What follows belongs to an exercise in optimizing a design on an open flow for small area; a production flow would make more cautious choices. Function was checked by simulation only, so behaviour that the tests miss may differ from the original.

===== run.sh =====
#!/bin/bash
# synth_recipe.tcl (not shown) runs the flow's synth.tcl, then flattens the netlist and writes it again
# the make line also repeats each setting of config.mk as NAME=value (left out here)
make -C /OpenROAD-flow-scripts/flow DESIGN_CONFIG=/design/flow/config.mk WORK_HOME=/design/flow/orfs CLKGATE_MAP_FILE= SYNTH_SCRIPT=/design/flow/synth_recipe.tcl finish

===== config.mk =====
export PLATFORM = sky130hd
export DESIGN_NAME = veml6035_ctrl
export DESIGN_NICKNAME = veml6035_ctrl
export VERILOG_FILES = /design/flow/design.v
export SDC_FILE = /design/flow/constraint.sdc
export NUM_CORES = 4
export LEC_CHECK = 0
export CAP_MARGIN = 20
export CORE_MARGIN = 2
export CORE_UTILIZATION = 40
export PLACE_DENSITY = 0.6
export SLEW_MARGIN = 20

===== constraint.sdc =====
create_clock -name core_clock -period 35.0 [get_ports {clk}]
set_input_delay 7.0000 -clock core_clock [delete_from_list [all_inputs] [get_ports {clk}]]
set_output_delay 7.0000 -clock core_clock [all_outputs]
set_load 0.01 [all_outputs]

===== design.v =====
module veml6035_word #(
  parameter POLL_LIMIT = 4
) (
  input             clk,
  input             rst,
  input             start,
  input             is_write,
  input      [7:0]  reg_addr,
  input      [15:0] wdata,
  output reg        done,
  output reg        ok,
  output reg [3:0]  cause,
  output reg [15:0] rword,
  output reg        tx_req,
  output reg [1:0]  tx_op,
  output reg [1:0]  tx_len,
  output reg [23:0] tx_wdata,
  output reg        tx_stop,
  input             tx_ack,
  input      [7:0]  tx_rdata,
  input             tx_fail
);
  localparam OP_WRITE = 2'd0, OP_REQUEST = 2'd1, OP_AVAIL = 2'd2, OP_READ = 2'd3;
  localparam C_NONE = 4'd0, C_WRITE_NACK = 4'd1, C_ADDR_PHASE = 4'd2,
             C_READ_PHASE = 4'd3, C_BYTE_COUNT = 4'd4, C_NOT_READY = 4'd5;
  localparam W_IDLE = 3'd0, W_WRITE = 3'd1, W_ADDR = 3'd2, W_REQ = 3'd3,
             W_AVAIL = 3'd4, W_RB0 = 3'd5, W_RB1 = 3'd6;
  reg [2:0] ws;
  reg [2:0] polls;
  reg [7:0] lo;
  always @(posedge clk) begin
    if (rst) begin
      ws     <= W_IDLE;
      tx_req <= 1'b0;
      done   <= 1'b0;
      ok     <= 1'b0;
      cause  <= C_NONE;
    end else begin
      done <= 1'b0;
      case (ws)
        W_IDLE: begin
          if (start) begin
            tx_req <= 1'b1;
            tx_op  <= OP_WRITE;
            if (is_write) begin
              tx_len   <= 2'd3;
              tx_wdata <= {wdata[15:8], wdata[7:0], reg_addr};
              tx_stop  <= 1'b1;
              ws       <= W_WRITE;
            end else begin
              tx_len   <= 2'd1;
              tx_wdata <= {16'h0000, reg_addr};
              tx_stop  <= 1'b0;
              ws       <= W_ADDR;
            end
          end
        end
        W_WRITE: begin
          if (tx_ack) begin
            tx_req <= 1'b0;
            done   <= 1'b1;
            ws     <= W_IDLE;
            if (&tx_rdata[3:0]) begin
              ok    <= 1'b1;
              cause <= C_NONE;
            end else begin
              ok    <= 1'b0;
              cause <= C_WRITE_NACK;
            end
          end
        end
        W_ADDR: begin
          if (tx_ack) begin
            if (tx_rdata[0] && tx_rdata[1]) begin
              tx_op  <= OP_REQUEST;
              tx_len <= 2'd2;
              ws     <= W_REQ;
            end else begin
              tx_req <= 1'b0;
              done   <= 1'b1;
              ok     <= 1'b0;
              cause  <= C_ADDR_PHASE;
              ws     <= W_IDLE;
            end
          end
        end
        W_REQ: begin
          if (tx_ack) begin
            if (tx_fail) begin
              tx_req <= 1'b0;
              done   <= 1'b1;
              ok     <= 1'b0;
              cause  <= C_READ_PHASE;
              ws     <= W_IDLE;
            end else if (tx_rdata != 8'd2) begin
              tx_req <= 1'b0;
              done   <= 1'b1;
              ok     <= 1'b0;
              cause  <= C_BYTE_COUNT;
              ws     <= W_IDLE;
            end else begin
              tx_op <= OP_AVAIL;
              polls <= 3'd0;
              ws    <= W_AVAIL;
            end
          end
        end
        W_AVAIL: begin
          if (tx_ack) begin
            if (tx_rdata >= 8'd2) begin
              tx_op <= OP_READ;
              ws    <= W_RB0;
            end else if (polls == POLL_LIMIT - 1) begin
              tx_req <= 1'b0;
              done   <= 1'b1;
              ok     <= 1'b0;
              cause  <= C_NOT_READY;
              ws     <= W_IDLE;
            end else begin
              polls <= polls + 3'd1;
            end
          end
        end
        W_RB0: begin
          if (tx_ack) begin
            lo <= tx_rdata;
            ws <= W_RB1;
          end
        end
        W_RB1: begin
          if (tx_ack) begin
            tx_req <= 1'b0;
            done   <= 1'b1;
            ok     <= 1'b1;
            cause  <= C_NONE;
            rword  <= {tx_rdata, lo};
            ws     <= W_IDLE;
          end
        end
        default: begin
          tx_req <= 1'b0;
          ws     <= W_IDLE;
        end
      endcase
    end
  end
endmodule
module veml6035_conv (
  input  [15:0] conf,
  input  [15:0] count,
  input  [31:0] lens,
  output [57:0] p
);
  wire [3:0] it   = conf[9:6];
  wire       gain = conf[10];
  wire       dg   = conf[11];
  wire       sens = conf[12];
  reg [2:0] idx;
  always @(*) begin
    if (it <= 4'd3)
      idx = it[2:0] + 3'd2;
    else if ((it & 4'hC) == 4'hC)
      idx = 3'd0;
    else
      idx = 3'd1;
  end
  wire [2:0] res_sh = 3'd5 - idx;
  wire [1:0] dg_sh = dg ? 2'd0 : 2'd1;
  reg  [2:0] gf_sh;
  always @(*) begin
    case ({gain, sens})
      2'b00:   gf_sh = 3'd1;
      2'b01:   gf_sh = 3'd4;
      2'b10:   gf_sh = 3'd0;
      default: gf_sh = 3'd3;
    endcase
  end
  wire [3:0]  k = res_sh + dg_sh + gf_sh;
  wire [25:0] u = {10'd0, count} << k;
  assign p = u * lens;
endmodule
module veml6035_window (
  input  [15:0] count,
  input  [15:0] pct,
  output [15:0] wh,
  output [15:0] wl
);
  wire [31:0] a   = count * (16'd100 + pct);
  wire [31:0] cp  = count * pct;
  wire        inc = cp < 32'd50;
  wire [31:0] ah  = a + (inc ? 32'd100 : 32'd0);
  wire [31:0] whq = ah / 32'd100;
  wire signed [17:0] dm = 18'sd100 - $signed({2'b00, pct});
  wire signed [34:0] b  = $signed({19'd0, count}) * dm;
  wire [31:0] wlq = b[31:0] / 32'd100;
  assign wh = (whq > 32'd65535) ? 16'hFFFF : whq[15:0];
  assign wl = (b <= 0) ? 16'h0000 : wlq[15:0];
endmodule
module veml6035_ctrl (
  input         clk,
  input         rst,
  input         cmd_valid,
  input  [63:0] cmd_word,
  output        cmd_ready,
  output [2:0]  status,
  output [63:0] result,
  output [15:0] err,
  output [1:0]  state,
  output        tx_req,
  output [1:0]  tx_op,
  output [6:0]  tx_addr,
  output [1:0]  tx_len,
  output [23:0] tx_wdata,
  output        tx_stop,
  input         tx_ack,
  input  [7:0]  tx_rdata,
  input         tx_fail
);
  localparam OP_BEGIN = 4'h1, OP_READ_WORD = 4'h2, OP_WRITE_WORD = 4'h3,
             OP_READ_ALS = 4'h4, OP_GET_LUX = 4'h5, OP_SET_INT_EN = 4'h6,
             OP_ARM = 4'h7, OP_READ_FLAGS = 4'h8, OP_GET_LENS = 4'h9,
             OP_SET_LENS = 4'hA, OP_RELEASE = 4'hB;
  localparam ST_OK = 3'd0, ST_BUS_ERROR = 3'd1, ST_ID_MISMATCH = 3'd2,
             ST_INVALID_ARG = 3'd3, ST_ILLEGAL = 3'd4, ST_RUNNING = 3'd6,
             ST_NONE = 3'd7;
  localparam S_UNINIT = 2'd0, S_PROBING = 2'd1, S_CONFIGURED = 2'd2, S_FAILED = 2'd3;
  localparam [63:0] SENTINEL = 64'hFFFF_FFFF_FFFF_FFFF;
  localparam [31:0] LENS_ONE = 32'h0001_0000;
  localparam M_IDLE = 2'd0, M_EXEC = 2'd1, M_WAIT = 2'd2;
  reg [2:0]  status_r;
  reg [63:0] result_r;
  reg [15:0] err_r;
  reg [1:0]  state_r;
  reg [31:0] lens;
  reg [1:0]  ms;
  reg [2:0]  step;
  reg [3:0]  cur_op;
  reg        cur_illegal;
  reg [7:0]  cur_reg;
  reg [15:0] cur_data;
  reg [31:0] cur_arg;
  reg [15:0] conf_w;
  reg [15:0] count;
  assign cmd_ready = (status_r != ST_RUNNING);
  assign status    = status_r;
  assign result    = result_r;
  assign err       = err_r;
  assign state     = state_r;
  assign tx_addr   = 7'h29;
  wire [3:0]  d_op   = cmd_word[3:0];
  wire [3:0]  d_rsv  = cmd_word[7:4];
  wire [7:0]  d_reg  = cmd_word[15:8];
  wire [15:0] d_data = cmd_word[31:16];
  wire [31:0] d_arg  = cmd_word[63:32];
  reg d_legal;
  always @(*) begin
    case (d_op)
      OP_BEGIN, OP_READ_ALS, OP_GET_LUX, OP_READ_FLAGS, OP_GET_LENS, OP_RELEASE:
        d_legal = (d_reg == 8'd0) && (d_data == 16'd0) && (d_arg == 32'd0);
      OP_READ_WORD:  d_legal = (d_data == 16'd0) && (d_arg == 32'd0);
      OP_WRITE_WORD: d_legal = (d_arg == 32'd0);
      OP_SET_INT_EN: d_legal = (d_reg == 8'd0) && (d_data[15:1] == 15'd0) && (d_arg == 32'd0);
      OP_ARM:        d_legal = (d_reg == 8'd0) && (d_arg == 32'd0);
      OP_SET_LENS:   d_legal = (d_reg == 8'd0) && (d_data == 16'd0);
      default:       d_legal = 1'b0;
    endcase
    if (d_rsv != 4'd0)
      d_legal = 1'b0;
  end
  reg         w_start;
  reg         w_is_write;
  reg  [7:0]  w_reg;
  reg  [15:0] w_wdata;
  wire        w_done;
  wire        w_ok;
  wire [3:0]  w_cause;
  wire [15:0] w_rword;
  veml6035_word #(.POLL_LIMIT(4)) u_word (
    .clk      (clk),
    .rst      (rst),
    .start    (w_start),
    .is_write (w_is_write),
    .reg_addr (w_reg),
    .wdata    (w_wdata),
    .done     (w_done),
    .ok       (w_ok),
    .cause    (w_cause),
    .rword    (w_rword),
    .tx_req   (tx_req),
    .tx_op    (tx_op),
    .tx_len   (tx_len),
    .tx_wdata (tx_wdata),
    .tx_stop  (tx_stop),
    .tx_ack   (tx_ack),
    .tx_rdata (tx_rdata),
    .tx_fail  (tx_fail)
  );
  wire [57:0] lux_p;
  veml6035_conv u_conv (
    .conf  (conf_w),
    .count (w_rword),
    .lens  (lens),
    .p     (lux_p)
  );
  wire [15:0] wh_v;
  wire [15:0] wl_v;
  veml6035_window u_window (
    .count (count),
    .pct   (cur_data),
    .wh    (wh_v),
    .wl    (wl_v)
  );
  wire [15:0] conf_int_clr = w_rword & 16'hFFFD;
  wire [15:0] conf_int_set = w_rword | 16'h0002;
  wire [15:0] conf_int_en  = (w_rword & 16'hFFFD) | {14'd0, cur_data[0], 1'b0};
  always @(*) begin
    w_is_write = 1'b0;
    w_reg      = 8'h00;
    w_wdata    = 16'h0000;
    case (cur_op)
      OP_BEGIN: begin
        case (step)
          3'd0, 3'd1: begin w_is_write = 1'b1; w_reg = 8'h02; w_wdata = 16'h0000; end
          3'd2:       begin w_is_write = 1'b0; w_reg = 8'h07; end
          3'd3:       begin w_is_write = 1'b1; w_reg = 8'h00; w_wdata = 16'h1000; end
          3'd4:       begin w_is_write = 1'b1; w_reg = 8'h01; w_wdata = 16'hFFFF; end
          3'd5:       begin w_is_write = 1'b1; w_reg = 8'h02; w_wdata = 16'h0000; end
          default:    begin w_is_write = 1'b1; w_reg = 8'h03; w_wdata = 16'h0000; end
        endcase
      end
      OP_READ_WORD:  begin w_is_write = 1'b0; w_reg = cur_reg; end
      OP_WRITE_WORD: begin w_is_write = 1'b1; w_reg = cur_reg; w_wdata = cur_data; end
      OP_READ_ALS:   begin w_is_write = 1'b0; w_reg = 8'h04; end
      OP_GET_LUX: begin
        w_is_write = 1'b0;
        w_reg      = (step == 3'd0) ? 8'h00 : 8'h04;
      end
      OP_SET_INT_EN: begin
        w_is_write = (step != 3'd0);
        w_reg      = 8'h00;
        w_wdata    = conf_int_en;
      end
      OP_ARM: begin
        case (step)
          3'd0:    begin w_is_write = 1'b0; w_reg = 8'h04; end
          3'd1:    begin w_is_write = 1'b0; w_reg = 8'h00; end
          3'd2:    begin w_is_write = 1'b1; w_reg = 8'h00; w_wdata = conf_int_clr; end
          3'd3:    begin w_is_write = 1'b1; w_reg = 8'h01; w_wdata = wh_v; end
          3'd4:    begin w_is_write = 1'b1; w_reg = 8'h02; w_wdata = wl_v; end
          3'd5:    begin w_is_write = 1'b0; w_reg = 8'h00; end
          default: begin w_is_write = 1'b1; w_reg = 8'h00; w_wdata = conf_int_set; end
        endcase
      end
      OP_READ_FLAGS: begin w_is_write = 1'b0; w_reg = 8'h06; end
      OP_RELEASE: begin
        w_is_write = (step != 3'd0);
        w_reg      = 8'h00;
        w_wdata    = conf_int_clr;
      end
      default: ;
    endcase
  end
  wire arm_bad_arg = cur_data[15] || (cur_data == 16'd0);
  wire no_xact = cur_illegal || (cur_op == OP_GET_LENS) || (cur_op == OP_SET_LENS) ||
                 ((cur_op == OP_ARM) && arm_bad_arg);
  always @(*) begin
    w_start = (ms == M_EXEC) && !no_xact;
  end
  wire [15:0] bus_err = {w_reg, 1'b0, step, w_cause};
  always @(posedge clk) begin
    if (rst) begin
      ms       <= M_IDLE;
      status_r <= ST_NONE;
      result_r <= 64'd0;
      err_r    <= 16'd0;
      state_r  <= S_UNINIT;
      lens     <= LENS_ONE;
    end else begin
      case (ms)
        M_IDLE: begin
          if (cmd_valid) begin
            cur_op      <= d_op;
            cur_illegal <= !d_legal;
            cur_reg     <= d_reg;
            cur_data    <= d_data;
            cur_arg     <= d_arg;
            step        <= 3'd0;
            status_r    <= ST_RUNNING;
            if (d_legal && (d_op == OP_BEGIN))
              state_r <= S_PROBING;
            ms <= M_EXEC;
          end
        end
        M_EXEC: begin
          if (cur_illegal) begin
            status_r <= ST_ILLEGAL;
            result_r <= SENTINEL;
            err_r    <= 16'd0;
            ms       <= M_IDLE;
          end else if (cur_op == OP_GET_LENS) begin
            status_r <= ST_OK;
            result_r <= {32'd0, lens};
            err_r    <= 16'd0;
            ms       <= M_IDLE;
          end else if (cur_op == OP_SET_LENS) begin
            lens     <= cur_arg;
            status_r <= ST_OK;
            result_r <= 64'd0;
            err_r    <= 16'd0;
            ms       <= M_IDLE;
          end else if ((cur_op == OP_ARM) && arm_bad_arg) begin
            status_r <= ST_INVALID_ARG;
            result_r <= SENTINEL;
            err_r    <= 16'd0;
            ms       <= M_IDLE;
          end else begin
            ms <= M_WAIT;
          end
        end
        M_WAIT: begin
          if (w_done) begin
            ms <= M_EXEC;
            step <= step + 3'd1;
            case (cur_op)
              OP_BEGIN: begin
                if (step == 3'd2) begin
                  if (!w_ok) begin
                    state_r  <= S_FAILED;
                    status_r <= ST_BUS_ERROR;
                    result_r <= SENTINEL;
                    err_r    <= bus_err;
                    ms       <= M_IDLE;
                  end else if (w_rword[7:0] != 8'h83) begin
                    state_r  <= S_FAILED;
                    status_r <= ST_ID_MISMATCH;
                    result_r <= SENTINEL;
                    err_r    <= 16'h0726;
                    ms       <= M_IDLE;
                  end
                end else if (step == 3'd6) begin
                  lens     <= LENS_ONE;
                  state_r  <= S_CONFIGURED;
                  status_r <= ST_OK;
                  result_r <= 64'd0;
                  err_r    <= 16'd0;
                  ms       <= M_IDLE;
                end
              end
              OP_READ_WORD, OP_READ_ALS: begin
                ms <= M_IDLE;
                if (w_ok) begin
                  status_r <= ST_OK;
                  result_r <= {48'd0, w_rword};
                  err_r    <= 16'd0;
                end else begin
                  status_r <= ST_BUS_ERROR;
                  result_r <= SENTINEL;
                  err_r    <= bus_err;
                end
              end
              OP_WRITE_WORD: begin
                ms <= M_IDLE;
                if (w_ok) begin
                  status_r <= ST_OK;
                  result_r <= 64'd0;
                  err_r    <= 16'd0;
                end else begin
                  status_r <= ST_BUS_ERROR;
                  result_r <= SENTINEL;
                  err_r    <= bus_err;
                end
              end
              OP_GET_LUX: begin
                if (!w_ok) begin
                  status_r <= ST_BUS_ERROR;
                  result_r <= SENTINEL;
                  err_r    <= bus_err;
                  ms       <= M_IDLE;
                end else if (step == 3'd0) begin
                  conf_w <= w_rword;
                end else begin
                  status_r <= ST_OK;
                  result_r <= {6'd0, lux_p};
                  err_r    <= 16'd0;
                  ms       <= M_IDLE;
                end
              end
              OP_SET_INT_EN: begin
                if (!w_ok) begin
                  status_r <= ST_BUS_ERROR;
                  result_r <= SENTINEL;
                  err_r    <= bus_err;
                  ms       <= M_IDLE;
                end else if (step == 3'd1) begin
                  status_r <= ST_OK;
                  result_r <= 64'd0;
                  err_r    <= 16'd0;
                  ms       <= M_IDLE;
                end
              end
              OP_ARM: begin
                if (step == 3'd0)
                  count <= w_rword;
                if (!w_ok) begin
                  status_r <= ST_BUS_ERROR;
                  result_r <= SENTINEL;
                  err_r    <= bus_err;
                  ms       <= M_IDLE;
                end else if (step == 3'd6) begin
                  status_r <= ST_OK;
                  result_r <= {32'd0, wh_v, wl_v};
                  err_r    <= 16'd0;
                  ms       <= M_IDLE;
                end
              end
              OP_READ_FLAGS: begin
                ms <= M_IDLE;
                if (w_ok) begin
                  status_r <= ST_OK;
                  result_r <= {63'd0, w_rword[14] | w_rword[15]};
                  err_r    <= 16'd0;
                end else begin
                  status_r <= ST_BUS_ERROR;
                  result_r <= SENTINEL;
                  err_r    <= bus_err;
                end
              end
              OP_RELEASE: begin
                if (!w_ok || step == 3'd1) begin
                  state_r  <= S_UNINIT;
                  lens     <= LENS_ONE;
                  status_r <= ST_OK;
                  result_r <= 64'd0;
                  err_r    <= 16'd0;
                  ms       <= M_IDLE;
                end
              end
              default: begin
                ms <= M_IDLE;
              end
            endcase
          end
        end
        default: ms <= M_IDLE;
      endcase
    end
  end
endmodule

==> results.cfg <==
[logic_synthesis]
yosys.area.top_type_share_pct = 35.6
async_flop_share_pct = 0
yosys.area.top_type = fa_1
synth_area_leaders = fa_1 36%, ha_1 8.2%, inv_1 7.6%, nand2_1 6.0%, and2_1 5.4%
ys_ff_latch = 266
yosysUniqueCellTypes = 158
syn_inst = 9280
yosysSeqAreaShare_pct = 8.53
syn_area_um2 = 79200
ys.flop_type = edfxtp_1
syn_avg_cell_area_um2 = 8.53
synth_edf_count = 143
yosysWarnings = 3

[setup_path]
crit_end = result_r[16]$_SDFFE_PP0P_
critPathMaxStageDelay_ns = 0.92
cp_common_cell = a21oi_1
critPathTopFamily = compound AO/OA/AOI/OAI gates
rr_worst_depth = 116
worst_setup_path_end_kind = flip-flop
cp.arrival_ns = 31.96
crit_start = cur_data[4]$_DFFE_PP_
r2r_slack_ns = 3.52
start_kind = flip-flop
worst_path_max_delay_cell = edfxtp_1
critical_path_required_ns = 35.47
r2r-start = cur_data[4]$_DFFE_PP_
timing.critical_path.buf_inv = 6
r2r-end = result_r[16]$_SDFFE_PP0P_
crit_type = reg -> reg
cp_num_cells = 116
path_max_fanout = 24

[clock_network]
cts_buffer_depth = 3
clk-insertion-delay-late_ns = 0.65
tritoncts = done
cts_hold_buf = 0
post_cts_buffers = 0
htreeDepth = 2
clock-root-buffer = clkbuf_16
clock_sinks = 266
cts_buffers = 36
ctsResizeCount = 0
clk_pin_slew_ns = 0.06

[sta]
finalCriticalPeriod_ns = 31.48
finalSetupViolCount = 0
max_slew_margin_pct = 23.1
fin_crit_sh_pct = 90.0
finClkSkew_ns = 0.0632
rsz0062_at_grt = false
hold_viol = 0
finalMaxSlewViolations = 0
tightest_slew_ns = 1.15
fmaxAchievable_ghz = 0.0318
final.setup.tns_ns = 0

[die]
dieArea_um2 = 201000
rows = 163
die_h_um = 449
core_area_um2 = 197000
die_w_um = 449
io_pins = 200
start_util_pct = 40.2

[detailed_routing]
antenna_left = 0
first_pass_iters = 6
wl_per_cell_um = 21.4
drc = 0
drtIter0Drc = 5124
vias = 65900
vias_per_cell = 5.57
totalWireLength_um = 253000

[min_path]
hold_depth = 0
hp-class = reg -> reg

[final_layout]
fin_area_um2 = 85200
fin_nets = 11200
top_register = result_r
fillers = 19600
drive_gt1_share_pct = 5.41
seq_area_um2 = 6760
multi_input_area_um2 = 64700
reg.largest.list = result_r: 59 flops, cur_arg: 32 flops, lens: 32 flops
largest_reg_flops = 59
area_growth_pct = 7.67

[place]
place_congestion = 0.929
port_buffers = 192
dpl_cell_area_um2 = 83800
dp_hpwl_um = 193000

[global_routing]
grt_pass1_wl_um = 402000
antenna_found_initial = 9
first_global_vias = 68300
grt_max_degree = 69
grt_overflow_total = 0
track_usage_pct = 25.2

[status]
outcome = timing/DRC/antenna clean

[job]
maxCapViolCount = 0
-- metal layers --
metal | part of all wire, % | track usage [%] | wire length [um]
met1 | 41 | 33.4 | 105000
met2 | 46 | 40.4 | 115000
met3 | 7.0 | 3.53 | 17600
met4 | 6.0 | 12.5 | 15100
met5 | 0.016 | 0 | 41
-- Yosys cell counts, types with 55 or more instances --
master and instances:
nor2_1 424, xor2_1 81, nand3_1 135, inv_1 1606, o211ai_1 69, o21ai_0 182
dfxtp_1 123, nor3_1 176, fa_1 1407, a21o_1 94, a221oi_1 60, clkbuf_1 415
a21oi_1 357, and2_1 689, xnor2_1 179, nand2_1 1275, mux2i_1 69, ha_1 520
edfxtp_1 143, a211oi_1 55
-- kinds of logic after synthesis --
| logic type | count (synthesis) | synth area share [%] |
|---|---|---|
| flip-flops | 266 | 8.53 |
| buffers and inverters | 2124 | 10.2 |
| multiplexers | 109 | 1.50 |
| other | 2 | 0.00949 |
| AND/OR/NAND/NOR | 3077 | 18.8 |
| XOR/XNOR | 272 | 3.18 |
| adder cells (fa/ha/maj) | 1937 | 43.9 |
| AO/OA/AOI/OAI | 1493 | 13.8 |
-- worst min-delay path by stage --
stage | start | slack [ns] | to
after floorplan | u_word.lo[0]$_DFFE_PP_ | 0.40 | u_word.rword[0]$_DFFE_PP_
after global placement | u_word.lo[1]$_DFFE_PP_ | 0.40 | u_word.rword[1]$_DFFE_PP_
after detailed placement | u_word.lo[6]$_DFFE_PP_ | 0.40 | u_word.rword[6]$_DFFE_PP_
after CTS | u_word.lo[6]$_DFFE_PP_ | 0.42 | u_word.rword[6]$_DFFE_PP_
after global routing | u_word.lo[7]$_DFFE_PP_ | 0.43 | u_word.rword[7]$_DFFE_PP_
final | u_word.lo[6]$_DFFE_PP_ | 0.42 | u_word.rword[6]$_DFFE_PP_
-- worst register-to-register path: cells and delay by family (launching register included) --
| family | cells | cell delay, ns |
|---|---|---|
| DFF | 1 | 0.92 |
| AOI/OAI and AO/OA | 58 | 14.99 |
| buffers and inverters | 6 | 0.34 |
| adders and majority gates | 12 | 5.17 |
| and+or+nand+nor | 30 | 6.19 |
| xor gates and xnor gates | 5 | 1.86 |
| muxes | 5 | 1.85 |
-- cell type report --
type,instances,area share [%]
Multi-Input combinational cell,6895,75.9
Sequential cell,266,7.93
Inverter,1608,7.08
Tap cell,2640,3.88
Timing Repair Buffer,351,3.70
Clock buffer,42,1.14
Clock inverter,24,0.361
Antenna cell,3,0.00881
-- through the flow --
stage	std cells	hold WS, ns	util [%]	setup slack (ns)
final	11800	0.417	43.3	3.52
after global routing	11800	0.429	43.3	0.938
after CTS	11800	0.417	43.2	3.66
after detailed placement	11800	0.405	42.6	3.79
after global placement	11800	0.400	42.5	3.82
after floorplan	9285	0.400	-	8.14
-- layout by cell type (no fill, tap or decap), types with 27 or more instances in the layout --
master and instances:
inv_1 1606, fa_1 1407, nand2_1 1275, and2_1 689, ha_1 520, nor2_1 414, a21oi_1 352, clkdlybuf4s50_1 191
o21ai_0 180, nor3_1 171, xnor2_1 170, buf_4 155, edfxtp_1 143, nand3_1 135, dfxtp_1 119, a21o_1 94
xor2_1 78, o211ai_1 69, mux2i_1 65, a221oi_1 59, a211oi_1 55, o21a_1 53, nor2b_1 49, a31oi_1 48
nand2b_1 47, o21bai_1 46, nor4_1 43, o21ai_1 43, and3_1 39, or3_1 37, clkbuf_16 37, nand4_1 36
o31ai_1 27

[port drivers added, routing unchanged]
In the flow no input, the clock included, has a driving cell. The finished layout below was timed again as built, in two steps.
Step 1 sets driving cells, clkbuf_16 on the clock port and buf_2 on the other inputs (assumed; they add their load-dependent delay and slew).
Step 2, shift: input delay + t, output delay - t, t = (earliest + latest rising clock arrival at the registers) / 2. This alone moves slack from input paths to output paths.
Three values: ideal ports, drivers, drivers and shift; two values: the first two.
t, ns: 0.694
setup WS [ns]: 3.517 / 3.517 / 3.517
worst register clock-pin slew, ns: 0.08 / 0.08
After both steps setup and hold are still met in this run. For this run, drivers alone change the setup slack by 0.000 ns; drivers and shift together by 0.000 ns.
